Background: an optimization exercise with open tools, aiming at small area. Do not read the settings as production practice. The RTL was checked by simulation tests, not by an equivalence proof against the original design. No activity file was given, so power comes from the tool's default toggle rates.

File: flow/design.v
module twms_decode (
  input  logic [1:0]  port,        
  input  logic [31:0] w,           
  input  logic        halted,
  input  logic [1:0]  avail,       
  output logic [16:0] op,          
  output logic [2:0]  reason       
);
  logic z27_26, z25_24, z23_22, z21_8, z7, z6_5, z4_3, z2_0;
  assign z27_26 = (w[27:26] == 2'b0);
  assign z25_24 = (w[25:24] == 2'b0);
  assign z23_22 = (w[23:22] == 2'b0);
  assign z21_8  = (w[21:8]  == 14'b0);
  assign z7     = ~w[7];
  assign z6_5   = (w[6:5]   == 2'b0);
  assign z4_3   = (w[4:3]   == 2'b0);
  assign z2_0   = (w[2:0]   == 3'b0);
  logic z23_8, z7_0, z23_3, z27_3;
  assign z23_8 = z23_22 & z21_8;
  assign z7_0  = z7 & z6_5 & z4_3 & z2_0;
  assign z23_3 = z23_8 & z7 & z6_5 & z4_3;
  assign z27_3 = z27_26 & z25_24 & z23_3;
  logic host, env, sev;
  assign host = (port == 2'd0);
  assign env  = (port == 2'd1);
  assign sev  = (port == 2'd2);
  logic [15:0] n;    
  always_comb begin
    n = '0;
    n[w[31:28]] = 1'b1;
  end
  logic bus_bad, cnt_bad, lvl_bad;
  assign bus_bad = w[27];
  assign cnt_bad = (w[9:7] == 3'd0) || (w[9] && (w[8] || w[7]));
  assign lvl_bad = w[2] && (w[1] || w[0]);
  assign op[0]  = n[1];
  assign op[1]  = n[2];
  assign op[2]  = n[3];
  assign op[3]  = n[4];
  assign op[4]  = n[5];
  assign op[5]  = n[6];
  assign op[6]  = n[7];
  assign op[7]  = n[8];
  assign op[8]  = n[9];
  assign op[9]  = n[10];
  assign op[10] = n[11];
  assign op[11] = n[12];
  assign op[12] = n[13] & z25_24;
  assign op[13] = n[13] & (w[25:24] == 2'd1);
  assign op[14] = n[13] & (w[25:24] == 2'd2);
  assign op[15] = n[14] & (w[27:24] == 4'd0);
  assign op[16] = n[14] & (w[27:24] == 4'd1);
  logic rx_sev, rx_raise;
  assign rx_sev   = (w[25:24] == 2'd1);
  assign rx_raise = (w[23:22] == 2'd1);
  logic ok_form, in_range, busy;
  assign ok_form =
      (op[0]  & host & z6_5) |
      ((op[1] | op[3]) & host & z25_24 & z23_8 & z7_0) |
      (op[2]  & host & z23_8) |
      ((op[4] | op[5]) & host & z27_26 & z25_24 & z23_8 & z7 & z6_5) |
      ((op[6] | op[9] | op[10]) & host & z27_3 & z2_0) |
      ((op[7] | op[8]) & host & z27_3) |
      (op[11] & sev & z23_8 & (w[25:24] != 2'd3) & (rx_sev | z7_0)) |
      (op[12] & env & z21_8 & (w[23:22] != 2'd3) & (rx_raise | z7_0)) |
      (op[13] & host & z23_3) |
      (op[14] & host & z23_3 & z2_0) |
      (op[15] & host & z23_3 & z2_0) |
      (op[16] & env  & z23_3 & z2_0);
  assign in_range = ~(((op[0] | op[1] | op[2] | op[3] | op[11] | op[12] | op[13] | op[14]) & bus_bad) |
                      (op[0] & cnt_bad) |
                      ((op[7] | op[8]) & lvl_bad));
  assign busy = (op[0] | op[2]) & ~avail[w[26]];
  always_comb begin
    if (halted && !(host && w == 32'hE000_0000))
      reason = 3'd4;         
    else if (!ok_form)
      reason = 3'd1;         
    else if (!in_range)
      reason = 3'd2;         
    else if (busy)
      reason = 3'd3;         
    else
      reason = 3'd0;
  end
endmodule
module twms (
  input  logic        clk,
  input  logic        rst,           
  input  logic        cmd_valid,
  input  logic [1:0]  cmd_port,      
  input  logic [31:0] cmd_word,
  output logic        rsp_valid,
  output logic        rsp_ok,
  output logic [31:0] rsp_data,
  output logic [1:0]  bo0_cnt,       
  output logic [10:0] bo0_act0,
  output logic [10:0] bo0_act1,
  output logic [1:0]  bo1_cnt,       
  output logic [10:0] bo1_act0,
  output logic [10:0] bo1_act1,
  output logic        sleep_valid,   
  output logic [2:0]  sleep_level,
  output logic        pwr_asleep,    
  output logic [2:0]  pwr_level,
  output logic        halt,          
  output logic [2:0]  fcode,
  output logic [7:0]  finfo
);
  localparam logic [2:0] R_ZERO = 3'd0, R_XSTAT = 3'd1, R_BUFRD = 3'd2, R_EVPEND = 3'd3,
                         R_CDA = 3'd4, R_SLEEP = 3'd5, R_IRQSTAT = 3'd6, R_FSTAT = 3'd7;
  logic [1:0][2:0]  state_q;
  logic [1:0]       mode_q;
  logic [1:0][6:0]  paddr_q;
  logic [1:0][7:0]  raddr_q;
  logic [1:0][2:0]  rem_q;
  logic [1:0][31:0] buf_q;
  logic [1:0][4:0]  evid_q;
  logic [1:0][2:0]  if_q;
  logic [1:0][2:0]  ien_q;
  logic [1:0][7:0]  rxdata_q;
  logic [31:0]      ev_q;
  logic [4:0][2:0]  vote_q;
  logic [1:0]       fcode_q;
  logic [5:0]       finfo_q;
  logic             asleep_q;
  logic [2:0]       plevel_q;
  logic             rsp_valid_q;
  logic [3:0]       rsp_code_q;
  logic             step_bus_q;
  logic             emit_q;
  logic halt_q;
  assign halt_q = fcode_q[1] | fcode_q[0];
  logic [1:0] avail;
  assign avail[0] = (state_q[0] == 3'd0);
  assign avail[1] = (state_q[1] == 3'd0);
  logic [16:0] op;
  logic [2:0]  reason;
  twms_decode u_decode (
    .port   (cmd_port),
    .w      (cmd_word),
    .halted (halt_q),
    .avail  (avail),
    .op     (op),
    .reason (reason)
  );
  logic ex;    
  assign ex = cmd_valid & (reason == 3'd0);
  logic [4:0] nz;
  logic [2:0] cda;
  always_comb begin
    for (int l = 0; l < 5; l++) nz[l] = (vote_q[l] != 3'd0);
    if (nz[0])      cda = 3'd0;
    else if (nz[1]) cda = 3'd1;
    else if (nz[2]) cda = 3'd2;
    else if (nz[3]) cda = 3'd3;
    else            cda = 3'd4;
  end
  logic [2:0] pend0, pend1, pend;
  logic       dlv_bus;
  logic [1:0] dlv_kind;
  logic       dlv;
  assign pend0    = if_q[0] & ien_q[0];
  assign pend1    = if_q[1] & ien_q[1];
  assign dlv_bus  = (pend0 == 3'b0);
  assign pend     = dlv_bus ? pend1 : pend0;
  assign dlv_kind = pend[0] ? 2'd0 : (pend[1] ? 2'd1 : 2'd2);
  assign dlv      = ~cmd_valid & ~halt_q & ((pend0 | pend1) != 3'b0);
  logic       b;           
  logic [1:0] k;           
  logic       sub;         
  logic [7:0] wd;          
  assign b   = cmd_valid ? cmd_word[26] : dlv_bus;
  assign k   = cmd_valid ? cmd_word[25:24] : dlv_kind;
  assign sub = (ex & op[11]) | dlv;
  assign wd  = cmd_valid ? cmd_word[7:0] : rxdata_q[dlv_bus];
  logic [2:0] st, st_ext, rem_b, rem_new;
  assign st      = state_q[b];
  assign st_ext  = (st == 3'd7) ? 3'd4 : st;
  assign rem_b   = rem_q[b];
  assign rem_new = rem_b - 3'd1;
  logic h_addr, h_reg, h_rst, h_rx, h_wr, h_stop, h_ok;
  assign h_addr = (st == 3'd1) & (k == 2'd0);
  assign h_reg  = (st == 3'd2) & (k == 2'd0);
  assign h_rst  = (st == 3'd3) & (k == 2'd0);
  assign h_rx   = ((st == 3'd3) | (st == 3'd5)) & (k == 2'd1);
  assign h_wr   = ((st == 3'd4) | (st == 3'd7)) & (k == 2'd0);
  assign h_stop = (st == 3'd6) & (k == 2'd2);
  assign h_ok   = h_addr | h_reg | h_rst | h_rx | h_wr | h_stop;
  logic       v_inc, v_dec;
  logic [2:0] lvl, vsel, vnew;
  logic       v_fatal;
  assign v_inc   = ex & (op[0] | op[7]);
  assign v_dec   = (ex & op[8]) | (sub & h_stop);
  assign lvl     = (cmd_valid & (cmd_word[31:29] == 3'b100)) ? cmd_word[2:0] : 3'd2;
  assign vsel    = vote_q[lvl];
  assign vnew    = v_inc ? (vsel + 3'd1) : (vsel - 3'd1);
  assign v_fatal = (v_inc & (vsel == 3'd5)) | (v_dec & (vsel == 3'd0));
  logic fatal;
  assign fatal = v_fatal | (sub & ~h_ok);
  logic [1:0] fcode_new;
  logic [5:0] finfo_new;
  assign fcode_new = (sub & ~h_ok) ? 2'd1 : (v_inc ? 2'd3 : 2'd2);
  assign finfo_new = (sub & ~h_ok) ? {b, st_ext, k} : {3'b0, lvl};
  logic [2:0] st_new;
  always_comb begin
    if (ex & op[0])  st_new = 3'd1;
    else if (h_addr) st_new = mode_q[b] ? 3'd2 : 3'd7;
    else if (h_reg)  st_new = 3'd3;
    else if (h_rst)  st_new = 3'd5;
    else if (h_rx)   st_new = (rem_new == 3'd0) ? 3'd6 : 3'd5;
    else if (h_wr)   st_new = (rem_new == 3'd0) ? 3'd6 : 3'd4;
    else             st_new = 3'd0;
  end
  logic st_we, rem_we, xs, bw;
  logic [1:0] lane;
  assign xs     = ex & op[0];
  assign st_we  = xs | sub;
  assign rem_we = xs | (sub & (k[0] | (st[2] & ~k[1])));
  assign bw     = (ex & op[2]) | (sub & h_rx);
  assign lane   = (cmd_valid & ~cmd_word[31]) ? cmd_word[25:24] : rem_new[1:0];
  logic       ev_we, ev_val;
  logic [4:0] ev_idx;
  assign ev_we  = (ex & (op[4] | op[5])) | (sub & h_stop);
  assign ev_idx = (cmd_valid & ~cmd_word[31]) ? cmd_word[4:0] : evid_q[b];
  assign ev_val = (cmd_valid & ~cmd_word[31]) ? cmd_word[28] : 1'b1;
  logic [3:0] rsp_code;
  always_comb begin
    if (reason != 3'd0)  rsp_code = {1'b0, reason};
    else if (fatal)      rsp_code = 4'd5;
    else if (op[1])      rsp_code = {1'b1, R_XSTAT};
    else if (op[3])      rsp_code = {1'b1, R_BUFRD};
    else if (op[6])      rsp_code = {1'b1, R_EVPEND};
    else if (op[9])      rsp_code = {1'b1, R_CDA};
    else if (op[10])     rsp_code = {1'b1, R_SLEEP};
    else if (op[14])     rsp_code = {1'b1, R_IRQSTAT};
    else if (op[15])     rsp_code = {1'b1, R_FSTAT};
    else                 rsp_code = {1'b1, R_ZERO};
  end
  logic emit;
  assign emit = ~fatal & (xs | (sub & (h_addr | h_reg | h_rx | h_wr)));
  logic [7:0] wdr;
  logic       evr;
  assign wdr = wd & {8{~rst}};
  assign evr = ev_val & ~rst;
  always_ff @(posedge clk) begin
    for (int x = 0; x < 2; x++) begin
      for (int l = 0; l < 4; l++)
        if (rst | (bw & (b == x[0]) & (lane == l[1:0]))) buf_q[x][8*l +: 8] <= wdr;
      if (rst | (ex & op[12] & (b == x[0]) & (cmd_word[23:22] == 2'd1))) rxdata_q[x] <= wdr;
    end
    for (int i = 0; i < 32; i++)
      if (rst | (ev_we & (ev_idx == i[4:0]))) ev_q[i] <= evr;
  end
  logic [2:0] rem_in;
  assign rem_in = xs ? cmd_word[9:7] : rem_new;
  always_ff @(posedge clk) begin
    for (int x = 0; x < 2; x++) begin
      if (rst | (st_we & (b == x[0])))      state_q[x] <= st_new & {3{~rst}};
      if (rst | (xs & (b == x[0])))         mode_q[x]  <= cmd_word[25] & ~rst;
      if (rst | (rem_we & (b == x[0])))     rem_q[x]   <= rem_in & {3{~rst}};
      if (rst | (ex & op[13] & (b == x[0]))) ien_q[x]  <= cmd_word[2:0] | {3{rst}};
      for (int f = 0; f < 3; f++)
        if (rst | (ex & op[12] & (b == x[0]) & (cmd_word[23:22] == f[1:0])) |
            (dlv & (dlv_bus == x[0]) & (dlv_kind == f[1:0])))
          if_q[x][f] <= ~rst & cmd_valid;
    end
    for (int l = 0; l < 5; l++)
      if (rst | ((v_inc | v_dec) & (lvl == l[2:0]))) vote_q[l] <= vnew & {3{~rst}};
    if (rst | fatal) begin
      fcode_q <= fcode_new & {2{~rst}};
      finfo_q <= finfo_new & {6{~rst}};
    end
    if (rst | (ex & (op[10] | op[16])) | sub) asleep_q <= ~rst & ex & op[10];
    rsp_valid_q <= ~rst & cmd_valid;
    emit_q      <= ~rst & emit;
  end
  always_ff @(posedge clk) begin
    if (xs) begin
      paddr_q[b] <= cmd_word[24:18];
      raddr_q[b] <= cmd_word[17:10];
      evid_q[b]  <= cmd_word[4:0];
    end
    if (ex & op[10]) plevel_q <= cda;
    rsp_code_q <= rsp_code;
    step_bus_q <= b;
  end
  logic [2:0] so;         
  logic [2:0] so_ext;
  logic [31:0] bsel;
  logic [7:0]  lane_o;
  assign so     = state_q[step_bus_q];
  assign so_ext = (so == 3'd7) ? 3'd4 : so;
  assign bsel   = buf_q[step_bus_q];
  assign lane_o = bsel[8*rem_q[step_bus_q][1:0] +: 8];
  logic ok;
  logic [2:0] kind;
  assign ok   = rsp_code_q[3];
  assign kind = rsp_code_q[2:0];
  always_comb begin
    rsp_data = 32'b0;
    if (!ok) rsp_data[2:0] = kind;
    else case (kind)
      R_XSTAT:   rsp_data[7:0] = {mode_q[step_bus_q], rem_q[step_bus_q], so_ext, so == 3'd0};
      R_BUFRD:   rsp_data = bsel;
      R_EVPEND:  rsp_data = ev_q;
      R_CDA, R_SLEEP: rsp_data[2:0] = cda;
      R_IRQSTAT: rsp_data[15:0] = {rxdata_q[step_bus_q], 2'b0, ien_q[step_bus_q], if_q[step_bus_q]};
      R_FSTAT:   rsp_data[15:0] = {2'b0, finfo_q, 4'b0, 1'b0, fcode_q, halt_q};
      default: ;
    endcase
  end
  assign rsp_valid = rsp_valid_q;
  assign rsp_ok    = ok;
  logic [1:0]  cnt;
  logic [10:0] a0;
  assign cnt[1] = emit_q & ((so == 3'd1) | (so == 3'd3) | (so == 3'd6));
  assign cnt[0] = emit_q & ~cnt[1];
  always_comb begin
    case (so)
      3'd1, 3'd3: a0 = 11'h000;                                     
      3'd2, 3'd7: a0 = {3'b100, raddr_q[step_bus_q]};                
      3'd5:       a0 = 11'h200;                                     
      3'd6:       a0 = mode_q[step_bus_q] ? 11'h300 : {3'b100, lane_o};  
      default:    a0 = {3'b100, lane_o};                            
    endcase
  end
  assign bo0_cnt  = step_bus_q ? 2'b0 : cnt;
  assign bo1_cnt  = step_bus_q ? cnt : 2'b0;
  assign bo0_act0 = a0;
  assign bo1_act0 = a0;
  assign bo0_act1 = {~so[2], 1'b0, so[2], paddr_q[0] & {7{~so[2]}}, so[1] & so[0]};
  assign bo1_act1 = {~so[2], 1'b0, so[2], paddr_q[1] & {7{~so[2]}}, so[1] & so[0]};
  assign sleep_valid = rsp_valid_q & ok & (kind == R_SLEEP);
  assign sleep_level = plevel_q;
  assign pwr_asleep  = asleep_q;
  assign pwr_level   = plevel_q;
  assign halt        = halt_q;
  assign fcode       = {1'b0, fcode_q};
  assign finfo       = {2'b0, finfo_q};
endmodule
File: flow/flow/run.sh
#!/bin/bash
set -euo pipefail
bash standard.sh \
  "BUFFER_PORTS_ARGS=-buffer_cell sky130_fd_sc_hd__buf_1" \
  "CTS_ARGS=-sink_clustering_enable -repair_clock_nets -dont_use_dummy_load -buf_list sky130_fd_sc_hd__clkbuf_4 -root_buf sky130_fd_sc_hd__clkbuf_8" \
  finish > standard.log 2>&1
File: flow/standard.sh
#!/bin/bash
# synth_recipe.tcl (not shown) runs the flow's synth.tcl, then flattens the netlist and writes it again
# the make line also repeats each setting of config.mk as NAME=value (left out here)
make -C /OpenROAD-flow-scripts/flow DESIGN_CONFIG=/design/flow/config.mk WORK_HOME=/design/flow/orfs CLKGATE_MAP_FILE= SYNTH_SCRIPT=/design/flow/synth_recipe.tcl "${@:-finish}"
File: flow/config.mk
export PLATFORM = sky130hd
export DESIGN_NAME = twms
export DESIGN_NICKNAME = twms
export VERILOG_FILES = /design/flow/design.v
export SDC_FILE = /design/flow/constraint.sdc
export NUM_CORES = 4
export LEC_CHECK = 0
export ABC_AREA = 1
export CAP_MARGIN = 20
export CORE_MARGIN = 2
export CORE_UTILIZATION = 40
export PLACE_DENSITY = 0.6
export SLEW_MARGIN = 20
File: flow/constraint.sdc
create_clock -name core_clock -period 10.0 [get_ports {clk}]
set_input_delay 2.0000 -clock core_clock [delete_from_list [all_inputs] [get_ports {clk}]]
set_output_delay 2.0000 -clock core_clock [all_outputs]
set_load 0.01 [all_outputs]
==> metrics.yaml, run 1 <==
synth_edf_count: 205
grt_max_degree: 72
yosys_warnings: 2
rsz0062_at_grt: "no"
p_leak_nw: 4.77
finalHoldViolCount: 0
fin_cells: 1734
globalRoute.totalOverflow: 0
async_reset_ff_frac: 0
worstHoldPathCells: 2
dieArea_mm2: 0.0294
final_antenna_net_count: 0
ys.flop_type: "edfxtp_1"
timing.rr.end: "buf_q[52]"
drt-total-wl_um: 34600
initial_core_util: 0.405
finalCritPeriodShare: 0.559
hold_start: "ien_q[0]"
slew_headroom: 0.307
syn-instance-count: 1224
fin_skew_ns: 0.0416
drc: 0
cts_setup_buffers: 0
n_antenna_cell: 0
viasPerCell: 5.39
ys_seq_elements: 212
io_pins: 139
rows: 61
holdBufCountCts: 0
root_buffer: "clkbuf_8"
layout_common_cells: "nand2_1, edfxtp_1, nor2_1"
routabilityCongestion: 0.960
drive_gt1_frac: 0.0900
cap_violations: 0
core_mm2: 0.0277
grt_pass1_vias: 8698
fp.dieH_um: 171
powerDensity_mw_per_mm2: 162
timing.rr.start: "if_q[1]"
drtPass1Iterations: 6
h-tree-depth: 2
antenna_found_initial: 0
tns_ns: 0
grt.total_usage: 0.233
dp.cells: 1679
fmax_mhz: 179
peakVddDrop_v: 0.0000668
min_to: "if_q[0]"
hp-class: "reg2reg"
hpwl_um: 25800
synthesis.area_per_instance_um2: 9.16
drt_iter0_drc: 1009
status: "timing/DRC/antenna clean"
clk_pin_slew_worst_paths_ns: 0.06
slew_viol_final: 0
area_growth_pct: 10.2
cts_buffer_depth: 3
synth_seq_area_share: 0.562
die_w_um: 171
nNetsFinal: 1402
cp_max_fo: 49
wl_per_cell_um: 19.9
critical_path_required_ns: 8.00
ctsResizeCount: 0
rr_worst_depth: 11
synth_cell_types: 58
min_period_ns: 5.59
vias: 9342
final_common_cell: "nand2_1"
critPathKind: "reg2out"
tritoncts: "yes"
synthesis.area_mm2: 0.0112
worst_slew_pin_slew_ns: 1.03
cts_made_buffers: 55
port-buffer-count: 133
grt_first_pass_wirelength_um: 50700
cts_sinks: 212
rrSetupSlack_ns: 5.69
crit_path_end_kind: "output pin"
critPathArrivalTime_ns: 3.59
worst_skew_pair.late_latency_ns: 0.54
setup_viol: 0
startpoint_type: "flop"
[stage by stage]
step	power (mW)	setup slack (ns)	util	hold WS, ns	area, um^2
final	2.00	4.41	0.446	0.804	12400
after global routing	2.11	4.06	0.446	0.855	12400
after CTS	2.02	4.42	0.445	0.814	12300
after detailed placement	1.45	4.18	0.429	0.785	11900
after global placement	1.44	4.20	0.429	0.773	11900
after floorplan	1.33	5.15	-	0.621	11200
[Yosys cell counts (4+ instances only)]
library cell,n,area (um^2)
a211oi_1,7,52.6
a21oi_1,56,280
a221oi_1,4,35.0
a22oi_1,19,143
a31oi_1,6,37.5
a32o_1,4,40.0
buf_1,4,15.0
buf_2,5,25.0
buf_4,23,173
buf_6,4,45.0
clkbuf_1,34,128
dfxtp_1,7,140
edfxtp_1,205,6160
ha_1,6,75.1
inv_1,120,450
inv_2,6,22.5
mux2i_1,5,50.1
nand2_1,285,1070
nand2_2,8,50.1
nand2_4,7,78.8
nand3_1,33,165
nand3_2,5,50.1
nand4_1,10,62.6
nor2_1,145,544
nor2_2,4,25.0
nor2_4,5,56.3
nor3_1,13,65.1
o21ai_0,96,480
o21ai_1,35,175
o21ai_2,4,35.0
o21bai_1,8,60.1
o22ai_1,4,25.0
o32ai_1,9,78.8
[critical path, cell delays in order (launching register included)]
cell      delay (ns)
dfxtp_2         0.71
buf_4           0.57
inv_1           0.08
buf_4           0.32
nand2_1         0.12
nand2_1         0.15
a221oi_1        0.33
nand2_1         0.08
a221oi_1        0.21
o21ai_0         0.24
buf_1           0.21
[kinds of logic (layout without fill, tap and decap cells)]
| kind of cell | Yosys count | count (layout) | share of synthesized area |
|---|---|---|---|
| DFF | 212 | 212 | 0.562 |
| other | 1 | 5 | 0.000335 |
| xor gates and xnor gates | 3 | 3 | 0.00234 |
| AOI/OAI and AO/OA | 268 | 268 | 0.142 |
| and+or+nand+nor | 529 | 529 | 0.203 |
| adders and majority gates | 7 | 7 | 0.00848 |
| muxes | 5 | 5 | 0.00446 |
| buffers and inverters | 199 | 327 | 0.0778 |
[power by group]
group / internal, mW / switching (mW)
registers: 1.05 / 0.0267
logic: 0.0931 / 0.265
clock network: 0.272 / 0.301
[routing by layer]
layer  track usage  vias to the layer above  wire length [um]
met5        0.0243                        -                92
met4         0.105                        2              1400
met3        0.0486                       79              2440
met2         0.386                      433             16400
met1         0.293                     4401             14200
li1              -                     4427                 -
[area by class of cell]
type | count | area [um^2]
multi-input combinational | 817 | 4080
fill | 2732 | 15400
clock buffer | 55 | 444
sequential | 212 | 6300
tap | 378 | 473
inverter | 129 | 487
timing repair buffer | 143 | 574
[how the worst max path moves through the flow]
stage / start / to / slack, ns / cells after the start
final: step_bus_q / rsp_data[0] / 4.41 / 10
after global routing: step_bus_q / rsp_data[0] / 4.06 / 10
after CTS: step_bus_q / rsp_data[0] / 4.42 / 10
after detailed placement: cmd_word[17] / vote_q[7] / 4.18 / 18
after global placement: cmd_word[17] / flop / 4.20 / 14
after floorplan: cmd_word[28] / flop / 5.15 / 15
==> run 2: changes to the inputs <==
==> flow/run.sh (new file) <==
#!/bin/bash
# synth_recipe.tcl (not shown) runs the flow's synth.tcl, then flattens the netlist and writes it again
# the make line also repeats each setting of config.mk as NAME=value (left out here)
make -C /OpenROAD-flow-scripts/flow DESIGN_CONFIG=/design/flow/config.mk WORK_HOME=/design/flow/orfs CLKGATE_MAP_FILE= SYNTH_SCRIPT=/design/flow/synth_recipe.tcl finish
--- a/flow/config.mk
+++ b/flow/config.mk
@@ -5,7 +5,6 @@
 export SDC_FILE = /design/flow/constraint.sdc
 export NUM_CORES = 4
 export LEC_CHECK = 0
-export ABC_AREA = 1
 export CAP_MARGIN = 20
 export CORE_MARGIN = 2
 export CORE_UTILIZATION = 40
removed: flow/flow/run.sh
removed: flow/standard.sh
==> run 2 against run 1 <==
Net effect: highest routed layer is now met4; synthesized cell count is 11% lower; flip-flop and latch count stayed put; routed wire length is 3.4% higher; core utilization is 4.2 points higher; sequential power hardly changed; sequential share of layout area is 6.3 points lower; largest power group unchanged; register-to-register slack worse by 0.49 ns.
==> metrics.yaml, run 2 <==
status: "timing/DRC/antenna clean"
place_ws_ns: 2.69  # -1.49 ns
utilization: 0.488  # +0.0422
synth_most_common_cell: "edfxtp_1"
clk_pin_slew_worst_paths_ns: 0.05  # about the same
synth_top_area_frac: 0.522  # -0.0272
cts_buffer_depth: 3  # unchanged
dieArea_mm2: 0.0309  # +5.1%
worst_skew_pair.late_latency_ns: 0.53  # about the same
cap_violations: 0  # unchanged
setup_viol: 0  # unchanged
ctsResizeCount: 0  # unchanged
final_antenna_net_count: 0  # unchanged
synthesis.area_mm2: 0.0118  # +5.2%
grt_max_degree: 95  # +32%
tns_ns: 0  # unchanged
tritoncts: "yes"
async_reset_ff_frac: 0  # unchanged
routabilityCongestion: 0.977  # +1.8%
rows: 62  # +1.6%
fmax_mhz: 145  # -19%
cts_made_buffers: 25  # -55%
critPathKind: "in2reg"
grtUsageMet3: 0.0351  # -0.0135
startpoint_type: "primary input"
p_leak_nw: 4.97  # +4.2%
holdBufCountCts: 0  # unchanged
rsz0062_at_grt: "no"
core_mm2: 0.0289  # +4.2%
final_common_cell: "edfxtp_1"
fin_ws_ns: 3.12  # -1.29 ns
slew_headroom: 0.329  # +0.0222
ys_seq_elements: 212  # unchanged
drtPass1Iterations: 7  # +1
powerDensity_mw_per_mm2: 172  # +5.8%
drt_iter0_drc: 1037  # +2.8%
io_pins: 139  # unchanged
layout_common_cells: "edfxtp_1, clkdlybuf4s50_1, nor2_1"
worst_slew_pin_slew_ns: 1.01  # -0.0263 ns
wl_per_cell_um: 22.7  # +14%
hp-class: "reg2reg"
grtUsageMet2: 0.352  # -0.0338
synth_seq_area_share: 0.534  # -0.0278
multi_input_area_mm2: 0.00503  # +24%
die_w_um: 176  # +2.5%
critical_path_required_ns: 10.18  # +2.18 ns
synthesis.area_per_instance_um2: 10.8  # +18%
grt.total_usage: 0.227  # -0.00672
fillCellCount: 2655  # -2.8%
drc: 0  # unchanged
hpwl_um: 26100  # +1.1%
finalCritPeriodShare: 0.688  # +0.129
nNetsFinal: 1220  # -13%
peakVddDrop_v: 0.000145  # +120%
port-buffer-count: 133  # unchanged
slew_viol_final: 0  # unchanged
min_period_ns: 6.88  # +1.29 ns
busiest_layer: "met2"
viasPerCell: 5.89  # +9.4%
synthTopCellsByArea: "edfxtp_1, mux2i_1, nor2_1"
use_met1: 0.332  # +0.0392
fin_skew_ns: 0.0168  # -0.0248 ns
yosys_warnings: 2  # unchanged
drt-total-wl_um: 35700  # +3.4%
syn-instance-count: 1088  # -11%
cp_max_fo: 30  # -39%
n_antenna_cell: 0  # unchanged
stdcell_area_mm2: 0.0141  # +14%
cts_setup_buffers: 0  # unchanged
antenna_found_initial: 0  # unchanged
initial_core_util: 0.409  # +0.00405
drive_gt1_frac: 0.101  # +0.0106
regArea_mm2: 0.00630  # about the same
synth_edf_count: 205  # unchanged
root_buffer: "clkbuf_16"
critPathArrivalTime_ns: 7.06  # +3.47 ns
finalHoldViolCount: 0  # unchanged
ys.flop_type: "edfxtp_1"
grt_first_pass_wirelength_um: 53300  # +5.1%
area_growth_pct: 19.4
grt_pass1_vias: 8729  # +0.36%
cts_sinks: 212  # unchanged
postPlaceCellArea_mm2: 0.0133  # +12%
synth_cell_types: 80  # +38%
crit_path_end_kind: "flop"
yosysTopAreaCell: "edfxtp_1"
vias: 9295  # -0.50%
ys_top_cells_by_count: "edfxtp_1, nor2_1, mux2i_1"
fp.dieH_um: 176  # +2.5%
globalRoute.totalOverflow: 0  # unchanged
h-tree-depth: 1  # -1
run 2: changes by cell type after synthesis, moves of 27 or more:
cell	before	now
inv_1	120	20
o21ai_0	96	28
mux2i_1	5	90
nand2_1	285	70
o21ai_1	35	3
a21oi_1	56	83
run 2: logic make-up (layout without fill, tap and decap cells):
kind of cell	after synthesis	count (layout)	synth area share
simple gates	348	348	0.142
other cells	1	5	0.000318
flops	212	212	0.534
xor+xnor	8	8	0.00594
fa+ha+maj	7	7	0.00806
mux	102	102	0.0907
compound gates	296	296	0.174
buf+inv	114	215	0.0450
run 2: critical path: stages:
cell             delay (ns)
clkdlybuf4s50_1        0.72
inv_1                  0.75
mux2i_4                0.70
inv_2                  0.46
mux2i_1                0.63
o21ai_0                0.27
o211ai_1               0.18
o211ai_1               0.14
a21oi_1                0.73
or3_1                  0.46
run 2: per-layer routing:
layer / vias up / part of all wire
met2: 455 / 0.44
met1: 4512 / 0.45
met4: 0 / 0.025
met3: 51 / 0.079
li1: 4277 / -
met5: - / 0
run 2: worst paths after layout:
| kind | slack (ns) | start | to | depth (start not counted) |
|---|---|---|---|---|
| setup reg to reg | 5.20 | ien_q[0] | finfo_q[0] | 9 |
| setup / recovery | 3.12 | cmd_valid | finfo_q[0] | 10 |
| hold reg to reg | 0.67 | vote_q[1] | plevel_q[0] | 2 |
| hold / removal | 0.67 | vote_q[1] | plevel_q[0] | 2 |
run 2: final cells by class:
cell class | count | area share
clock inverter | 13 | 0.00657
tap | 384 | 0.0341
inverter | 22 | 0.00586
timing repair buffer | 149 | 0.103
multi-input combinational | 766 | 0.357
sequential | 212 | 0.447
clock buffer | 31 | 0.0460
run 2: where the power goes:
part,total (mW),switching [mW],internal (mW)
Sequential,1.09,0.0445,1.05
Combinational,0.491,0.291,0.200
Clock,0.835,0.352,0.483
Total,2.42,0.688,1.73
run 2: per-stage QoR:
stage	hold WS [ns]	power [mW]	std cells
after floorplan	0.624	1.40	1092
after global placement	0.663	1.59	1533
after detailed placement	0.668	1.59	1533
after CTS	0.670	2.42	1577
after global routing	0.714	2.51	1577
final	0.666	2.42	1577
==> run 3: changes to the inputs <==
--- a/flow/design.v
+++ b/flow/design.v
@@ -113,7 +113,7 @@
   logic [1:0]       mode_q;
   logic [1:0][6:0]  paddr_q;
   logic [1:0][7:0]  raddr_q;
-  logic [1:0][2:0]  rem_q;
+  logic [1:0][1:0]  rem_q;         
   logic [1:0][31:0] buf_q;
   logic [1:0][4:0]  evid_q;
   logic [1:0][2:0]  if_q;
@@ -174,11 +174,13 @@
   assign k   = cmd_valid ? cmd_word[25:24] : dlv_kind;
   assign sub = (ex & op[11]) | dlv;
   assign wd  = cmd_valid ? cmd_word[7:0] : rxdata_q[dlv_bus];
-  logic [2:0] st, st_ext, rem_b, rem_new;
+  logic [2:0] st, st_ext;
+  logic [1:0] rem_b;       
+  logic       last;        
   assign st      = state_q[b];
   assign st_ext  = (st == 3'd7) ? 3'd4 : st;
   assign rem_b   = rem_q[b];
-  assign rem_new = rem_b - 3'd1;
+  assign last    = (rem_b == 2'd0);
   logic h_addr, h_reg, h_rst, h_rx, h_wr, h_stop, h_ok;
   assign h_addr = (st == 3'd1) & (k == 2'd0);
   assign h_reg  = (st == 3'd2) & (k == 2'd0);
@@ -208,8 +210,8 @@
     else if (h_addr) st_new = mode_q[b] ? 3'd2 : 3'd7;
     else if (h_reg)  st_new = 3'd3;
     else if (h_rst)  st_new = 3'd5;
-    else if (h_rx)   st_new = (rem_new == 3'd0) ? 3'd6 : 3'd5;
-    else if (h_wr)   st_new = (rem_new == 3'd0) ? 3'd6 : 3'd4;
+    else if (h_rx)   st_new = last ? 3'd6 : 3'd5;
+    else if (h_wr)   st_new = last ? 3'd6 : 3'd4;
     else             st_new = 3'd0;
   end
   logic st_we, rem_we, xs, bw;
@@ -218,7 +220,7 @@
   assign st_we  = xs | sub;
   assign rem_we = xs | (sub & (k[0] | (st[2] & ~k[1])));
   assign bw     = (ex & op[2]) | (sub & h_rx);
-  assign lane   = (cmd_valid & ~cmd_word[31]) ? cmd_word[25:24] : rem_new[1:0];
+  assign lane   = (cmd_valid & ~cmd_word[31]) ? cmd_word[25:24] : rem_b;
   logic       ev_we, ev_val;
   logic [4:0] ev_idx;
   assign ev_we  = (ex & (op[4] | op[5])) | (sub & h_stop);
@@ -252,13 +254,13 @@
     for (int i = 0; i < 32; i++)
       if (rst | (ev_we & (ev_idx == i[4:0]))) ev_q[i] <= evr;
   end
-  logic [2:0] rem_in;
-  assign rem_in = xs ? cmd_word[9:7] : rem_new;
+  logic [1:0] rem_in;
+  assign rem_in = (xs ? cmd_word[8:7] : rem_b) - 2'd1;
   always_ff @(posedge clk) begin
     for (int x = 0; x < 2; x++) begin
       if (rst | (st_we & (b == x[0])))      state_q[x] <= st_new & {3{~rst}};
       if (rst | (xs & (b == x[0])))         mode_q[x]  <= cmd_word[25] & ~rst;
-      if (rst | (rem_we & (b == x[0])))     rem_q[x]   <= rem_in & {3{~rst}};
+      if (rst | (rem_we & (b == x[0])))     rem_q[x]   <= rem_in & {2{~rst}};
       if (rst | (ex & op[13] & (b == x[0]))) ien_q[x]  <= cmd_word[2:0] | {3{rst}};
       for (int f = 0; f < 3; f++)
         if (rst | (ex & op[12] & (b == x[0]) & (cmd_word[23:22] == f[1:0])) |
@@ -292,24 +294,36 @@
   assign so     = state_q[step_bus_q];
   assign so_ext = (so == 3'd7) ? 3'd4 : so;
   assign bsel   = buf_q[step_bus_q];
-  assign lane_o = bsel[8*rem_q[step_bus_q][1:0] +: 8];
+  logic [1:0] ro;
+  assign ro = rem_q[step_bus_q];
+  always_comb begin
+    case (ro)
+      2'd3:    lane_o = bsel[7:0];
+      2'd0:    lane_o = bsel[15:8];
+      2'd1:    lane_o = bsel[23:16];
+      default: lane_o = bsel[31:24];
+    endcase
+  end
+  logic [2:0] rem_x;
+  assign rem_x = ((so == 3'd0) | (so == 3'd6)) ? 3'd0 : ({1'b0, ro} + 3'd1);
   logic ok;
   logic [2:0] kind;
   assign ok   = rsp_code_q[3];
   assign kind = rsp_code_q[2:0];
-  always_comb begin
-    rsp_data = 32'b0;
-    if (!ok) rsp_data[2:0] = kind;
-    else case (kind)
-      R_XSTAT:   rsp_data[7:0] = {mode_q[step_bus_q], rem_q[step_bus_q], so_ext, so == 3'd0};
-      R_BUFRD:   rsp_data = bsel;
-      R_EVPEND:  rsp_data = ev_q;
-      R_CDA, R_SLEEP: rsp_data[2:0] = cda;
-      R_IRQSTAT: rsp_data[15:0] = {rxdata_q[step_bus_q], 2'b0, ien_q[step_bus_q], if_q[step_bus_q]};
-      R_FSTAT:   rsp_data[15:0] = {2'b0, finfo_q, 4'b0, 1'b0, fcode_q, halt_q};
-      default: ;
-    endcase
-  end
+  logic s_rs, s_xs, s_bu, s_ev, s_cd, s_iq, s_fs;
+  assign s_rs = ~ok;
+  assign s_xs = ok & (kind == R_XSTAT);
+  assign s_bu = ok & (kind == R_BUFRD);
+  assign s_ev = ok & (kind == R_EVPEND);
+  assign s_cd = ok & ((kind == R_CDA) | (kind == R_SLEEP));
+  assign s_iq = ok & (kind == R_IRQSTAT);
+  assign s_fs = ok & (kind == R_FSTAT);
+  assign rsp_data = ({32{s_bu}} & bsel) | ({32{s_ev}} & ev_q) |
+                    ({32{s_rs}} & {29'b0, kind}) |
+                    ({32{s_xs}} & {24'b0, mode_q[step_bus_q], rem_x, so_ext, so == 3'd0}) |
+                    ({32{s_cd}} & {29'b0, cda}) |
+                    ({32{s_iq}} & {16'b0, rxdata_q[step_bus_q], 2'b0, ien_q[step_bus_q], if_q[step_bus_q]}) |
+                    ({32{s_fs}} & {16'b0, 2'b0, finfo_q, 4'b0, 1'b0, fcode_q, halt_q});
   assign rsp_valid = rsp_valid_q;
   assign rsp_ok    = ok;
   logic [1:0]  cnt;
==> flow/flow/run.sh (new file) <==
#!/bin/bash
set -euo pipefail
bash standard.sh \
  "BUFFER_PORTS_ARGS=-buffer_cell sky130_fd_sc_hd__buf_1" \
  "CTS_ARGS=-sink_clustering_enable -repair_clock_nets -dont_use_dummy_load -buf_list sky130_fd_sc_hd__clkbuf_8 -root_buf sky130_fd_sc_hd__clkbuf_8 -sink_clustering_size 14 -sink_clustering_max_diameter 60" \
  RECOVER_POWER=100 \
  finish > standard.log 2>&1
==> flow/standard.sh (new file) <==
#!/bin/bash
# synth_recipe.tcl (not shown) runs the flow's synth.tcl, then flattens the netlist and writes it again
# the make line also repeats each setting of config.mk as NAME=value (left out here)
make -C /OpenROAD-flow-scripts/flow DESIGN_CONFIG=/design/flow/config.mk WORK_HOME=/design/flow/orfs CLKGATE_MAP_FILE= SYNTH_SCRIPT=/design/flow/synth_recipe.tcl "${@:-finish}"
--- a/flow/config.mk
+++ b/flow/config.mk
@@ -5,6 +5,7 @@
 export SDC_FILE = /design/flow/constraint.sdc
 export NUM_CORES = 4
 export LEC_CHECK = 0
+export ABC_AREA = 1
 export CAP_MARGIN = 20
 export CORE_MARGIN = 2
 export CORE_UTILIZATION = 40
removed: flow/run.sh
==> run 3 against run 2 <==
Net effect: now fails the layout checks on capacitance limit, slew limit; sequential share of layout area rose by 7.2 points; non-clock buffer count shrank 7; synthesized cell count increased by 13%; critical path type unchanged; critical endpoint is now buf_q[57]; largest power group unchanged.
==> metrics.yaml, run 3 <==
clk_pin_slew_worst_paths_ns: 0.09  # +0.04 ns
startpoint_type: "primary input"
hold_start: "vote_q[2]"
yosys_warnings: 2  # unchanged
routabilityCongestion: 0.932  # -4.6%
cts_buffer_depth: 3  # unchanged
tritoncts: "yes"
cts_setup_buffers: 0  # unchanged
ys_top_cells_by_count: "nand2_1, edfxtp_1, inv_1"
synth_most_common_cell: "nand2_1"
globalRoute.totalOverflow: 0  # unchanged
min_period_ns: 7.00  # +0.123 ns
dieArea_mm2: 0.0292  # -5.4%
h-tree-depth: 1  # unchanged
core_mm2: 0.0276  # -4.3%
slew_headroom: -0.817  # -1.15
vias: 9071  # -2.4%
slew_viol_final: 180  # +180
tns_ns: 0  # unchanged
worst_skew_pair.late_latency_ns: 0.55  # +0.02 ns
final_antenna_net_count: 0  # unchanged
layout_common_cells: "nand2_1, edfxtp_1, inv_1"
ctsResizeCount: 0  # unchanged
die_w_um: 171  # -2.7%
grt.total_usage: 0.234  # +0.00743
io_pins: 139  # unchanged
worst_slew_pin_slew_ns: 2.73  # +1.72 ns
async_reset_ff_frac: 0  # unchanged
rr_worst_depth: 12  # +3
grt_max_degree: 71  # -25%
hp-class: "reg2reg"
timing.hold.ws_ns: 0.729  # +0.0633 ns
port-buffer-count: 133  # unchanged
finalHoldViolCount: 0  # unchanged
drive_gt1_frac: 0.0428  # -0.0578
rows: 61  # -1.6%
yosysTopAreaCell: "edfxtp_1"
synthTopCellsByArea: "edfxtp_1, nand2_1, inv_1"
final_common_cell: "nand2_1"
status: "complete, but fails checks"
syn-instance-count: 1227  # +13%
synth_top_area_frac: 0.547  # +0.0251
synth_cell_types: 56  # -30%
drt-total-wl_um: 34500  # -3.5%
viasPerCell: 5.30  # -10%
rrSetupSlack_ns: 4.90  # -0.30 ns
finalCritPeriodShare: 0.700  # +0.0123
critPathArrivalTime_ns: 7.15  # +0.09 ns
min_to: "plevel_q[1]"
fmax_mhz: 143  # -1.8%
drtPass1Iterations: 7  # unchanged
cp_max_fo: 26  # -13%
antenna_found_initial: 1  # +1
ys_seq_elements: 210  # -0.94%
critical_path_required_ns: 10.15  # -0.03 ns
grt_first_pass_wirelength_um: 50900  # -4.4%
p_leak_nw: 4.68  # -5.9%
cts_made_buffers: 21  # -16%
fin_skew_ns: 0.0644  # +0.0476 ns
initial_core_util: 0.403  # -0.00538
crit_path_end_kind: "flop"
synth_edf_count: 203  # -0.98%
grt_pass1_vias: 8500  # -2.6%
check-failures: "capacitance limit, slew limit"
synthesis.area_per_instance_um2: 9.08  # -16%
dp.cells: 1687  # +10%
nNetsFinal: 1379  # +13%
holdBufCountCts: 0  # unchanged
critPathKind: "in2reg"
synthesis.area_mm2: 0.0111  # -5.5%
top_layer_used: "met4"
timing.rr.end: "buf_q[57]"
fin_cells: 1710  # +8.4%
ys.flop_type: "edfxtp_1"
stdcell_area_mm2: 0.0120  # -15%
worstHoldPathCells: 3  # +1
rsz0062_at_grt: "no"
met1Wirelength_um: 14500  # -11%
wl_per_cell_um: 20.2  # -11%
powerDensity_mw_per_mm2: 156  # -9.1%
drc: 0  # unchanged
timing.rr.start: "ien_q[0]"
area_growth_pct: 7.87
cap_violations: 6  # +6
setup_viol: 0  # unchanged
root_buffer: "clkbuf_8"
hpwl_um: 26000  # -0.20%
wl_met2_um: 16400  # +3.6%
cts_sinks: 210  # -0.94%
peakVddDrop_v: 0.0000917  # -37%
synth_seq_area_share: 0.560  # +0.0258
postPlaceCellArea_mm2: 0.0119  # -11%
met3_length_um: 2490  # -12%
fp.dieH_um: 171  # -2.7%
drt_iter0_drc: 920  # -11%
## run 3: cell count changes after synthesis, sizes merged, moves of 24 or more
cell,previous run,this run
nand3,14,51
a21oi,83,27
inv,21,141
nand2,70,353
a31o,25,1
mux2i,91,6
o21ai,31,130
a211oi,32,3
## run 3: layout make-up
class	count	area, um^2
Inverter	141	529
Sequential cell	210	6240
Tap cell	378	473
Fill cell	2800	15600
Antenna cell	1	2.50
Timing Repair Buffer	142	544
Multi-Input combinational cell	817	3950
Clock buffer	21	289
## run 3: critical path, cell delays in order
cell and delay (ns):
buf_1 0.07, clkbuf_1 1.01, inv_1 0.40, a21boi_0 0.27, clkbuf_1 0.82, o21ai_0 0.42, inv_1 0.28, nor2_1 0.09
nor2_1 0.09, nand2_1 0.12, o22ai_1 0.33, nand2_1 0.19, o21ai_0 1.06
## run 3: worst max path at each step
stage,slack [ns],to,depth (start not counted),startpoint
after global routing,2.58,buf_q[59],13,cmd_valid
final,3.00,buf_q[57],13,cmd_valid
after CTS,4.32,rsp_data[0],8,step_bus_q
after global placement,4.62,finfo_q[4],16,cmd_valid
after floorplan,4.99,bo1_act0[2],13,step_bus_q
after detailed placement,4.53,buf_q[11],22,cmd_word[28]
## run 3: through the flow
| stage | power, mW | util | setup slack, ns |
|---|---|---|---|
| floorplan | 1.31 | - | 4.99 |
| global placement | 1.43 | 0.429 | 4.62 |
| detailed placement | 1.43 | 0.429 | 4.53 |
| CTS | 1.88 | 0.439 | 4.32 |
| global route | 1.95 | 0.435 | 2.58 |
| finish | 1.88 | 0.435 | 3.00 |
## run 3: cells by family (layout without fill, tap and decap cells)
group | after synthesis | in the layout | share of synthesized area
flops | 210 | 210 | 0.560
buf+inv | 204 | 304 | 0.0787
mux | 6 | 6 | 0.00539
simple gates | 573 | 573 | 0.224
compound gates | 223 | 223 | 0.120
other cells | 1 | 6 | 0.000337
fa+ha+maj | 9 | 9 | 0.0108
xor+xnor | 1 | 1 | 0.000786
## run 3: layer usage
| metal | GRT usage | vias to the layer above |
|---|---|---|
| li1 | - | 4320 |
| met1 | 0.308 | 4278 |
| met2 | 0.395 | 409 |
| met3 | 0.0363 | 64 |
| met4 | 0.0811 | 0 |
| met5 | 0 | - |
## run 3: report_power, final
part | leakage, nW | switching (mW) | total [mW] | internal (mW)
combinational | 2.46 | 0.262 | 0.348 | 0.0864
sequential | 2.06 | 0.0269 | 1.06 | 1.03
clock | 0.151 | 0.281 | 0.469 | 0.187
total | 4.68 | 0.570 | 1.88 | 1.31
==> run 4: changes to the inputs <==
==> flow/flow/run.sh (replaced) <==
#!/bin/bash
# The standard layout (standard.sh) with two changes: the port buffers are
# the smallest buffer (buf_1), and the clock tree uses clkbuf_8 buffers with
# clusters of at most 14 sinks and no dummy loads.
set -euo pipefail
bash standard.sh \
  "BUFFER_PORTS_ARGS=-buffer_cell sky130_fd_sc_hd__buf_1" \
  "CTS_ARGS=-sink_clustering_enable -repair_clock_nets -dont_use_dummy_load -buf_list sky130_fd_sc_hd__clkbuf_8 -root_buf sky130_fd_sc_hd__clkbuf_8 -sink_clustering_size 14 -sink_clustering_max_diameter 60" \
  finish > standard.log 2>&1
==> run 4 against run 3 <==
Net effect: the run now finishes clean; routed wire length down 0.21%; non-clock buffer count unchanged; critical path depth is 5 lower; sequential power hardly changed; maximum frequency up 22%; cell area up 1.2%; critical endpoint is now rsp_data[0]; highest routed layer unchanged.
==> metrics.yaml, run 4 <==
status: "timing/DRC/antenna clean"
yosysTopAreaCell: "edfxtp_1"
setup_viol: 0  # unchanged
hpwl_um: 26000  # unchanged
ys_top_cells_by_count: "nand2_1, edfxtp_1, inv_1"
critPathArrivalTime_ns: 3.76  # -3.39 ns
critical_path_required_ns: 8.00  # -2.15 ns
place_ws_ns: 4.53  # unchanged
synthesis.area_mm2: 0.0111  # unchanged
rows: 61  # unchanged
hp-class: "reg2reg"
layout_common_cells: "nand2_1, edfxtp_1, buf_1"
rrSetupSlack_ns: 6.11  # +1.21 ns
timing.critical_path.to: "rsp_data[0]"
dieArea_mm2: 0.0292  # unchanged
synth_cell_types: 56  # unchanged
startpoint: "step_bus_q"
grt_pass1_vias: 8500  # unchanged
final_antenna_net_count: 0  # unchanged
antenna_found_initial: 1  # unchanged
grt_max_degree: 71  # unchanged
tns_ns: 0  # unchanged
synth_edf_count: 203  # unchanged
area_growth_pct: 9.16
timing.rr.start: "ien_q[0]"
crit_path_end_kind: "output pin"
viasPerCell: 5.28  # -0.51%
worstHoldPathCells: 3  # unchanged
fmax_mhz: 174  # +22%
synth_top_area_frac: 0.547  # unchanged
drive_gt1_frac: 0.0654  # +0.0225
globalRoute.totalOverflow: 0  # unchanged
h-tree-depth: 1  # unchanged
worst_slew_pin_slew_ns: 0.935  # -1.79 ns
nNetsFinal: 1379  # unchanged
power_mw: 1.88  # +0.18%
io_pins: 139  # unchanged
wl_per_cell_um: 20.1  # -0.21%
yosys_warnings: 2  # unchanged
fp.dieH_um: 171  # unchanged
routabilityCongestion: 0.932  # unchanged
ys.flop_type: "edfxtp_1"
final_common_cell: "nand2_1"
initial_core_util: 0.403  # unchanged
startpoint_type: "flop"
syn-instance-count: 1227  # unchanged
cts_made_buffers: 21  # unchanged
grt.total_usage: 0.234  # unchanged
worst_skew_pair.late_latency_ns: 0.55  # about the same
async_reset_ff_frac: 0  # unchanged
vias: 9025  # -0.51%
cap_violations: 0  # -6
port-buffer-count: 133  # unchanged
root_buffer: "clkbuf_8"
core_mm2: 0.0276  # unchanged
synthesis.area_per_instance_um2: 9.08  # unchanged
critPathKind: "reg2out"
fin_ws_ns: 4.24  # +1.25 ns
rr_worst_depth: 12  # unchanged
cts_setup_buffers: 0  # unchanged
timing.rr.end: "buf_q[12]"
drt-total-wl_um: 34400  # -0.21%
powerDensity_mw_per_mm2: 155  # -1.0%
p_leak_nw: 4.76  # +1.7%
drc: 0  # unchanged
drt_iter0_drc: 908  # -1.3%
synth_most_common_cell: "nand2_1"
tritoncts: "yes"
fin_skew_ns: 0.0637  # -0.000639 ns
holdBufCountCts: 0  # unchanged
ctsResizeCount: 0  # unchanged
grt_first_pass_wirelength_um: 50900  # unchanged
clk_pin_slew_worst_paths_ns: 0.09  # about the same
finalHoldViolCount: 0  # unchanged
synth_seq_area_share: 0.560  # unchanged
rsz0062_at_grt: "no"
drtPass1Iterations: 5  # -2
cp_max_fo: 46  # +77%
slew_headroom: 0.369  # +1.19
finalCritPeriodShare: 0.576  # -0.125
cts_buffer_depth: 3  # unchanged
ys_seq_elements: 210  # unchanged
cts_sinks: 210  # unchanged
slew_viol_final: 0  # -100%
die_w_um: 171  # unchanged
min_period_ns: 5.76  # -1.25 ns
synthTopCellsByArea: "edfxtp_1, nand2_1, inv_1"
peakVddDrop_v: 0.0000909  # -0.87%
[run 4: cell counts after synthesis]
No cell type changed its count.
[run 4: area by class of cell]
| type | instances | area [um^2] |
|---|---|---|
| Inverter | 141 | 529 |
| Fill cell | 2771 | 15500 |
| Antenna cell | 1 | 2.50 |
| Timing Repair Buffer | 142 | 567 |
| Tap cell | 378 | 473 |
| Multi-Input combinational cell | 817 | 4070 |
| Sequential cell | 210 | 6240 |
| Clock buffer | 21 | 289 |
[run 4: logic make-up (layout without fill, tap and decap cells)]
logic type,count (synthesis),after routing,synth area share
AO/OA/AOI/OAI,223,223,0.120
XOR/XNOR,1,1,0.000786
adder cells (fa/ha/maj),9,9,0.0108
buffers and inverters,204,304,0.0787
flip-flops,210,210,0.560
multiplexers,6,6,0.00539
other,1,6,0.000337
AND/OR/NAND/NOR,573,573,0.224
[run 4: worst max-delay path: stages, from the launching register on]
cell	delay, ns
dfxtp_2	0.64
buf_4	0.56
inv_2	0.50
nand2_1	0.16
nand2_1	0.13
a221o_1	0.34
a221oi_1	0.24
o311ai_0	0.38
buf_1	0.23
[run 4: how the worst min path moves through the flow]
stage                    from           to  slack, ns
floorplan           vote_q[8]  plevel_q[2]       0.65
global placement    vote_q[2]  plevel_q[1]       0.71
detailed placement  vote_q[2]  plevel_q[2]       0.71
CTS                 vote_q[2]  plevel_q[2]       0.73
global route        vote_q[2]  plevel_q[2]       0.77
finish              vote_q[2]  plevel_q[1]       0.73
[run 4: metrics by stage]
stage          hold WS (ns)  area [um^2]  utilization  instances
6_report              0.731        12200        0.440       1710
5_1_grt               0.767        12200        0.440       1709
4_1_cts               0.727        12100        0.439       1708
3_5_place_dp          0.707        11900        0.429       1687
3_3_place_gp          0.713        11900        0.429       1687
2_1_floorplan         0.651        11200            -       1231
[run 4: power by group]
part | switching [mW] | internal [mW]
Combinational | 0.266 | 0.0882
Sequential | 0.0269 | 1.03
Clock | 0.280 | 0.187
Total | 0.572 | 1.31
[run 4: metal layers]
layer,wire (um),vias up,GRT usage,part of all wire
li1,-,4321,-,-
met1,14100,4202,0.308,0.41
met2,16200,418,0.395,0.47
met3,2760,84,0.0363,0.080
met4,1310,0,0.0811,0.038
met5,0,-,0,0
==> run 5: changes to the inputs <==
--- a/flow/config.mk
+++ b/flow/config.mk
@@ -8,6 +8,6 @@
 export ABC_AREA = 1
 export CAP_MARGIN = 20
 export CORE_MARGIN = 2
-export CORE_UTILIZATION = 40
-export PLACE_DENSITY = 0.6
+export CORE_UTILIZATION = 65
+export PLACE_DENSITY = 0.8
 export SLEW_MARGIN = 20
==> run 5 against run 4 <==
Net effect: synthesized cell count stayed put; via count is 1.7% higher; routed wire length is 12% lower; highest routed layer unchanged; critical path depth stayed put; worst hold slack better by 0.039 ns; still clean; area after synthesis stayed put; largest power group unchanged; critical endpoint is now bo0_act0[0]; cell area is 2.0% lower; first-iteration DRC count is 25% higher; register-to-register slack better by 0.03 ns; critical path type unchanged.
==> metrics.yaml, run 5 <==
status: "timing/DRC/antenna clean"
routabilityCongestion: 0.998  # +7.1%
clk_pin_slew_worst_paths_ns: 0.09  # about the same
critPathArrivalTime_ns: 3.58  # -0.18 ns
io_pins: 139  # unchanged
layout_common_cells: "nand2_1, edfxtp_1, buf_1"
core_mm2: 0.0166  # -40%
nNetsFinal: 1377  # -0.15%
worst_path_max_delay_cell: "buf_4"
viasPerCell: 5.93  # +12%
synthTopCellsByArea: "edfxtp_1, nand2_1, inv_1"
root_buffer: "clkbuf_8"
rows: 47  # -23%
p_sw_uw: 543  # -5.1%
rsz0062_at_grt: "no"
setup_viol: 0  # unchanged
ctsResizeCount: 0  # unchanged
fp.dieH_um: 135  # -21%
yosys_warnings: 2  # unchanged
worst_slew_pin_slew_ns: 1.10  # +0.161 ns
drt-total-wl_um: 30400  # -12%
startpoint_type: "flop"
grt_pass1_vias: 8398  # -1.2%
clock_power_share: 0.235  # -0.013
grt_max_degree: 70  # -1.4%
async_reset_ff_frac: 0  # unchanged
globalRoute.totalOverflow: 0  # unchanged
holdBufCountCts: 0  # unchanged
peakVddDrop_v: 0.000137  # +51%
wl_per_cell_um: 19.6  # -2.3%
initial_core_util: 0.669  # +0.266
drive_gt1_frac: 0.0625  # -0.00291
die_w_um: 135  # -21%
critPathKind: "reg2out"
finalHoldViolCount: 0  # unchanged
synth_most_common_cell: "nand2_1"
ys_top_cells_by_count: "nand2_1, edfxtp_1, inv_1"
yosysTopAreaCell: "edfxtp_1"
h-tree-depth: 1  # unchanged
synth_edf_count: 203  # unchanged
p_leak_nw: 4.75  # -0.24%
ys.flop_type: "edfxtp_1"
slew_headroom: 0.269  # -0.0996
rrSetupSlack_ns: 6.14  # +0.03 ns
slew_viol_final: 0  # unchanged
powerDensity_mw_per_mm2: 154  # -0.54%
max_stage_delay_ns: 0.57  # -0.07 ns
rr_worst_depth: 14  # +2
fillCellCount: 1346  # -51%
stdcell_area_mm2: 0.0119  # -2.0%
worst_skew_pair.late_latency_ns: 0.53  # -0.02 ns
synthesis.area_mm2: 0.0111  # unchanged
startpoint: "step_bus_q"
tns_ns: 0  # unchanged
syn-instance-count: 1227  # unchanged
synth_cell_types: 56  # unchanged
internal_power_mw: 1.29  # -1.4%
crit_path_end_kind: "output pin"
hold_start: "vote_q[5]"
synth_seq_area_share: 0.560  # unchanged
hpwl_um: 22800  # -12%
cts_made_buffers: 19  # -9.5%
cap_violations: 0  # unchanged
timing.rr.start: "if_q[1]"
critPathTopFamily: "compound AO/OA/AOI/OAI gates"
cp_max_fo: 65  # +41%
antenna_found_initial: 0  # -1
min_period_ns: 5.58  # -0.182 ns
worstHoldPathCells: 3  # unchanged
tritoncts: "yes"
drt_iter0_drc: 1133  # +25%
dieArea_mm2: 0.0182  # -38%
final_antenna_net_count: 0  # unchanged
power_frac_seq: 0.577  # +0.014
path_depth: 8  # unchanged
cts_setup_buffers: 0  # unchanged
cpMostUsedCell: "o21ai_0"
final_common_cell: "nand2_1"
cts_sinks: 210  # unchanged
synthesis.area_per_instance_um2: 9.08  # unchanged
swShare: 0.296  # -0.00806
drc: 0  # unchanged
ys_seq_elements: 210  # unchanged
hp-class: "reg2reg"
fmax_mhz: 179  # +3.3%
n_antenna_cell: 0  # -1
port-buffer-count: 133  # unchanged
grt.total_usage: 0.338  # +0.104
critical_path_required_ns: 8.00  # about the same
drtPass1Iterations: 8  # +3
area_growth_pct: 7.02
power_frac_comb: 0.189  # about the same
path_buf_inv: 3  # unchanged
postPlaceCellArea_mm2: 0.0117  # -1.7%
grt_first_pass_wirelength_um: 46100  # -9.5%
finalCritPeriodShare: 0.558  # -0.0182
cts_buffer_depth: 3  # unchanged
fin_skew_ns: 0.0623  # -0.00142 ns
vias: 9178  # +1.7%
crit_chain: "buf_4, o21ai_0, ha_1, inv_1, o21ai_0, a221oi_1, o31ai_1, buf_1"
synth_top_area_frac: 0.547  # unchanged
## run 5: changes by cell type in the layout (fill, tap and decap cells not counted), sizes merged
cell	change
clkinv	-1
buf	+1
inv	+1
diode	-1
clkbuf	-3
## run 5: power groups by stage
| stage | clock network, mW | registers [mW] | logic, mW |
|---|---|---|---|
| 2_1_floorplan | 0 | 1.07 | 0.239 |
| 3_3_place_gp | 0 | 1.07 | 0.332 |
| 3_5_place_dp | 0 | 1.08 | 0.337 |
| 4_1_cts | 0.431 | 1.06 | 0.339 |
| 5_1_grt | 0.459 | 1.06 | 0.378 |
| 6_report | 0.431 | 1.06 | 0.346 |
## run 5: cell families after synthesis
family                   share of synthesized area
flip-flops                                   0.560
AND/OR/NAND/NOR                              0.224
buffers and inverters                       0.0787
adder cells (fa/ha/maj)                     0.0108
other                                     0.000337
AO/OA/AOI/OAI                                0.120
XOR/XNOR                                  0.000786
multiplexers                               0.00539
## run 5: final cells by class
| cell class | instances | area (um^2) | share of cell area |
|---|---|---|---|
| Inverter | 141 | 529 | 0.0444 |
| Multi-Input combinational cell | 817 | 4050 | 0.340 |
| Tap cell | 220 | 275 | 0.0231 |
| Sequential cell | 210 | 6240 | 0.523 |
| Clock buffer | 19 | 262 | 0.0219 |
| Timing Repair Buffer | 142 | 567 | 0.0475 |
## run 5: worst min-delay path: cells and delay by family (launching register included)
family           cells  cell delay [ns]
and+or+nand+nor      3             0.24
DFF                  1             0.35
## run 5: final timing paths
kind	to
hold / removal	plevel_q[1]
hold reg to reg	plevel_q[1]
setup / recovery	bo0_act0[0]
setup reg to reg	buf_q[23]
## run 5: metrics by stage
step	power (mW)	setup WS, ns	util	cells	hold WS [ns]
after floorplan	1.31	4.99	-	1231	0.651
after global placement	1.41	4.69	0.700	1530	0.760
after detailed placement	1.41	4.48	0.700	1530	0.749
after CTS	1.83	4.55	0.716	1549	0.758
after global routing	1.90	4.15	0.716	1549	0.795
final	1.83	4.42	0.716	1549	0.770
## run 5: layer usage
metal	track usage	up-vias	wire length, um
li1	-	4326	-
met1	0.451	4222	11600
met2	0.541	529	14200
met3	0.0586	101	3060
met4	0.167	0	1570
met5	0	-	0
==> run 6: changes to the inputs <==
==> flow/flow/run.sh (replaced) <==
#!/bin/bash
# The standard layout (standard.sh) with two changes: the port buffers are
# the smallest buffer (buf_1), and the clock tree uses clkbuf_8 buffers with
# clusters of at most 14 sinks and no dummy loads.
set -euo pipefail
bash standard.sh \
  "BUFFER_PORTS_ARGS=-buffer_cell sky130_fd_sc_hd__buf_1" \
  "CTS_ARGS=-sink_clustering_enable -repair_clock_nets -dont_use_dummy_load -buf_list sky130_fd_sc_hd__clkbuf_4 -root_buf sky130_fd_sc_hd__clkbuf_8 -sink_clustering_size 9 -sink_clustering_max_diameter 40" \
  finish > standard.log 2>&1
--- a/flow/config.mk
+++ b/flow/config.mk
@@ -8,6 +8,6 @@
 export ABC_AREA = 1
 export CAP_MARGIN = 20
 export CORE_MARGIN = 2
-export CORE_UTILIZATION = 65
-export PLACE_DENSITY = 0.8
+export CORE_UTILIZATION = 40
+export PLACE_DENSITY = 0.6
 export SLEW_MARGIN = 20
==> run 6 against run 5 <==
Net effect: sequential share of layout area shrank 1.0 points; flip-flop and latch count is the same; routed wire length grew 13%; sequential power is essentially flat; critical path depth is the same; core utilization shrank 28 points; register-to-register slack lost 0.12 ns; maximum frequency shrank 2.9%; highest routed layer unchanged.
==> metrics.yaml, run 6 <==
critPathKind: "reg2out"
setup_viol: 0  # unchanged
worst_path_max_delay_cell: "dfxtp_2"
grt.total_usage: 0.237  # -0.101
core_mm2: 0.0276  # +66%
critical_path_required_ns: 8.00  # about the same
muxShareOfSynthArea: 0.00539  # unchanged
synth_xor_area_frac: 0.000786  # unchanged
drc: 0  # unchanged
power_mw: 1.88  # +2.7%
ctsResizeCount: 0  # unchanged
area_growth_pct: 9.21
h-tree-depth: 2  # +1
fin_cells: 1724  # +11%
max_stage_delay_ns: 0.64  # +0.07 ns
startpoint_type: "flop"
tritoncts: "yes"
utilization: 0.440  # -0.276
cp_max_fo: 46  # -29%
ys_seq_elements: 210  # unchanged
synthesis.area_mm2: 0.0111  # unchanged
drt_iter0_drc: 847  # -25%
nNetsFinal: 1393  # +1.2%
final_common_cell: "nand2_1"
synth_top_area_frac: 0.547  # unchanged
drive_gt1_frac: 0.0751  # +0.0126
routabilityCongestion: 0.932  # -6.6%
critPathArrivalTime_ns: 3.74  # +0.16 ns
yosys_warnings: 2  # unchanged
port-buffer-count: 133  # unchanged
slew_headroom: 0.332  # +0.0623
antenna_found_initial: 1  # +1
place_ws_ns: 4.53  # +0.0456 ns
io_pins: 139  # unchanged
synth_seq_area_share: 0.560  # unchanged
final_antenna_net_count: 0  # unchanged
ys.flop_type: "edfxtp_1"
synth-simple-area-share: 0.224  # unchanged
dp.cells: 1687  # +10%
crit_path_end_kind: "output pin"
synth-compound-area-share: 0.120  # unchanged
initial_core_util: 0.403  # -0.266
globalRoute.totalOverflow: 0  # unchanged
timing.rr.start: "if_q[1]"
synth_edf_count: 203  # unchanged
grt_max_degree: 71  # +1.4%
drtPass1Iterations: 6  # -2
finalCritPeriodShare: 0.574  # +0.0167
synth_most_common_cell: "nand2_1"
hp-class: "reg2reg"
syn-instance-count: 1227  # unchanged
yosys.area_share.adder: 0.0108  # unchanged
critPathTopFamily: "buffers and inverters"
fin_ws_ns: 4.26  # -0.167 ns
cts_sinks: 210  # unchanged
fin_skew_ns: 0.0884  # +0.0261 ns
peakVddDrop_v: 0.0000970  # -29%
layout_common_cells: "nand2_1, edfxtp_1, buf_1"
min_period_ns: 5.74  # +0.167 ns
cts_setup_buffers: 0  # unchanged
cpMostUsedCell: "nand2_1"
powerDensity_mw_per_mm2: 155  # +0.68%
synth_cell_types: 56  # unchanged
dieArea_mm2: 0.0292  # +60%
synth_top_family_by_area: "simple AND/OR/NAND/NOR gates"
crit_chain: "buf_4, inv_2, nand2_1, nand2_1, a221o_1, a221oi_1, o311ai_0, buf_1"
path_buf_inv: 3  # unchanged
cts_buffer_depth: 3  # unchanged
clk_pin_slew_worst_paths_ns: 0.08  # about the same
rsz0062_at_grt: "no"
slew_viol_final: 0  # unchanged
rows: 61  # +30%
finalHoldViolCount: 0  # unchanged
ys_top_cells_by_count: "nand2_1, edfxtp_1, inv_1"
p_leak_nw: 4.78  # +0.73%
grt_first_pass_wirelength_um: 51200  # +11%
postPlaceCellArea_mm2: 0.0119  # +1.7%
drt-total-wl_um: 34500  # +13%
root_buffer: "clkbuf_8"
startpoint: "step_bus_q"
timing.hold.ws_ns: 0.732  # -0.0372 ns
status: "timing/DRC/antenna clean"
async_reset_ff_frac: 0  # unchanged
fp.dieH_um: 171  # +27%
worst_slew_pin_slew_ns: 0.990  # -0.106 ns
tns_ns: 0  # unchanged
worst_skew_pair.late_latency_ns: 0.54  # about the same
grt_pass1_vias: 8662  # +3.1%
cap_violations: 0  # unchanged
vias: 9107  # -0.77%
die_w_um: 171  # +27%
synthesis.area_per_instance_um2: 9.08  # unchanged
hpwl_um: 26000  # +14%
viasPerCell: 5.28  # -11%
stdcell_area_mm2: 0.0122  # +2.0%
wl_per_cell_um: 20.0  # +1.9%
yosysTopAreaCell: "edfxtp_1"
hold_start: "vote_q[2]"
holdBufCountCts: 0  # unchanged
synthTopCellsByArea: "edfxtp_1, nand2_1, inv_1"
cts_made_buffers: 35  # +16
fmax_mhz: 174  # -2.9%
==> run 6: cell counts after synthesis <==
Identical to the previous run, type by type.
==> run 6: layout make-up <==
cell class | count | area [um^2]
inverter | 141 | 529
timing repair buffer | 142 | 567
multi-input combinational | 817 | 4070
tap | 378 | 473
clock buffer | 35 | 294
fill | 2787 | 15500
antenna | 1 | 2.50
sequential | 210 | 6240
==> run 6: report_power, final <==
| part | internal, mW | switching [mW] | total (mW) |
|---|---|---|---|
| Sequential | 1.03 | 0.0270 | 1.06 |
| Combinational | 0.0882 | 0.266 | 0.354 |
| Clock | 0.184 | 0.286 | 0.470 |
==> run 6: cells by family (layout without fill, tap and decap cells) <==
family	after synthesis	count (layout)
and+or+nand+nor	573	573
AOI/OAI and AO/OA	223	223
DFF	210	210
buffers and inverters	204	318
adders and majority gates	9	9
muxes	6	6
other	1	6
xor gates and xnor gates	1	1
==> run 6: worst reg2reg max path: cells and delay by family (launching register included) <==
family          cells  cell delay [ns]
compound gates      5             1.60
simple gates        5             0.98
buf+inv             2             0.57
flops               1             0.41
==> run 6: path summary, 6_finish.rpt <==
| kind | end | slack [ns] | cells after the start |
|---|---|---|---|
| min | plevel_q[1] | 0.73 | 3 |
| min reg2reg | plevel_q[1] | 0.73 | 3 |
| max reg2reg | buf_q[10] | 6.02 | 12 |
| max | rsp_data[0] | 4.26 | 8 |
==> run 6: per-layer routing <==
| metal | GRT usage | part of all wire |
|---|---|---|
| met1 | 0.303 | 0.42 |
| met5 | 0 | 0 |
| met3 | 0.0446 | 0.071 |
| met4 | 0.111 | 0.042 |
| met2 | 0.390 | 0.47 |

-- afterwards: timing with drivers on the ports --
The flow's constraints put no driver on any port. The routed layouts listed below were extracted and timed again, unchanged, in two steps.
Step 1 (the two cells are an assumption about what drives the block):
set clk [get_ports {clk}]
set_driving_cell -lib_cell sky130_fd_sc_hd__clkbuf_16 $clk
set_driving_cell -lib_cell sky130_fd_sc_hd__buf_2 [delete_from_list [all_inputs] $clk]
Step 2 adds t to the input delays and takes it off the output delays; t is the mean of the earliest and latest rising clock arrival at the registers after step 1. Input paths then give back, and output paths get back, about the clock's delay inside the block.
Three values: no drivers, after step 1, after step 2; two values: the first two.
run	shift t [ns]	setup slack, ns	slew at the worst register clock pin (ns)
run 1	0.556	4.410 / 4.369 / 4.011	0.06 / 0.06
run 2	0.570	3.119 / 3.147 / 2.577	0.06 / 0.06
run 3	0.558	2.996 / 3.013 / 2.455	0.10 / 0.10
run 4	0.554	4.242 / 4.202 / 4.499	0.10 / 0.10
run 5	0.536	4.425 / 4.384 / 4.448	0.10 / 0.10
run 6	0.538	4.258 / 4.215 / 4.454	0.11 / 0.11
The setup slack of run 2, which loses most, moves by +0.028 ns with the drivers and by -0.542 ns with both steps.
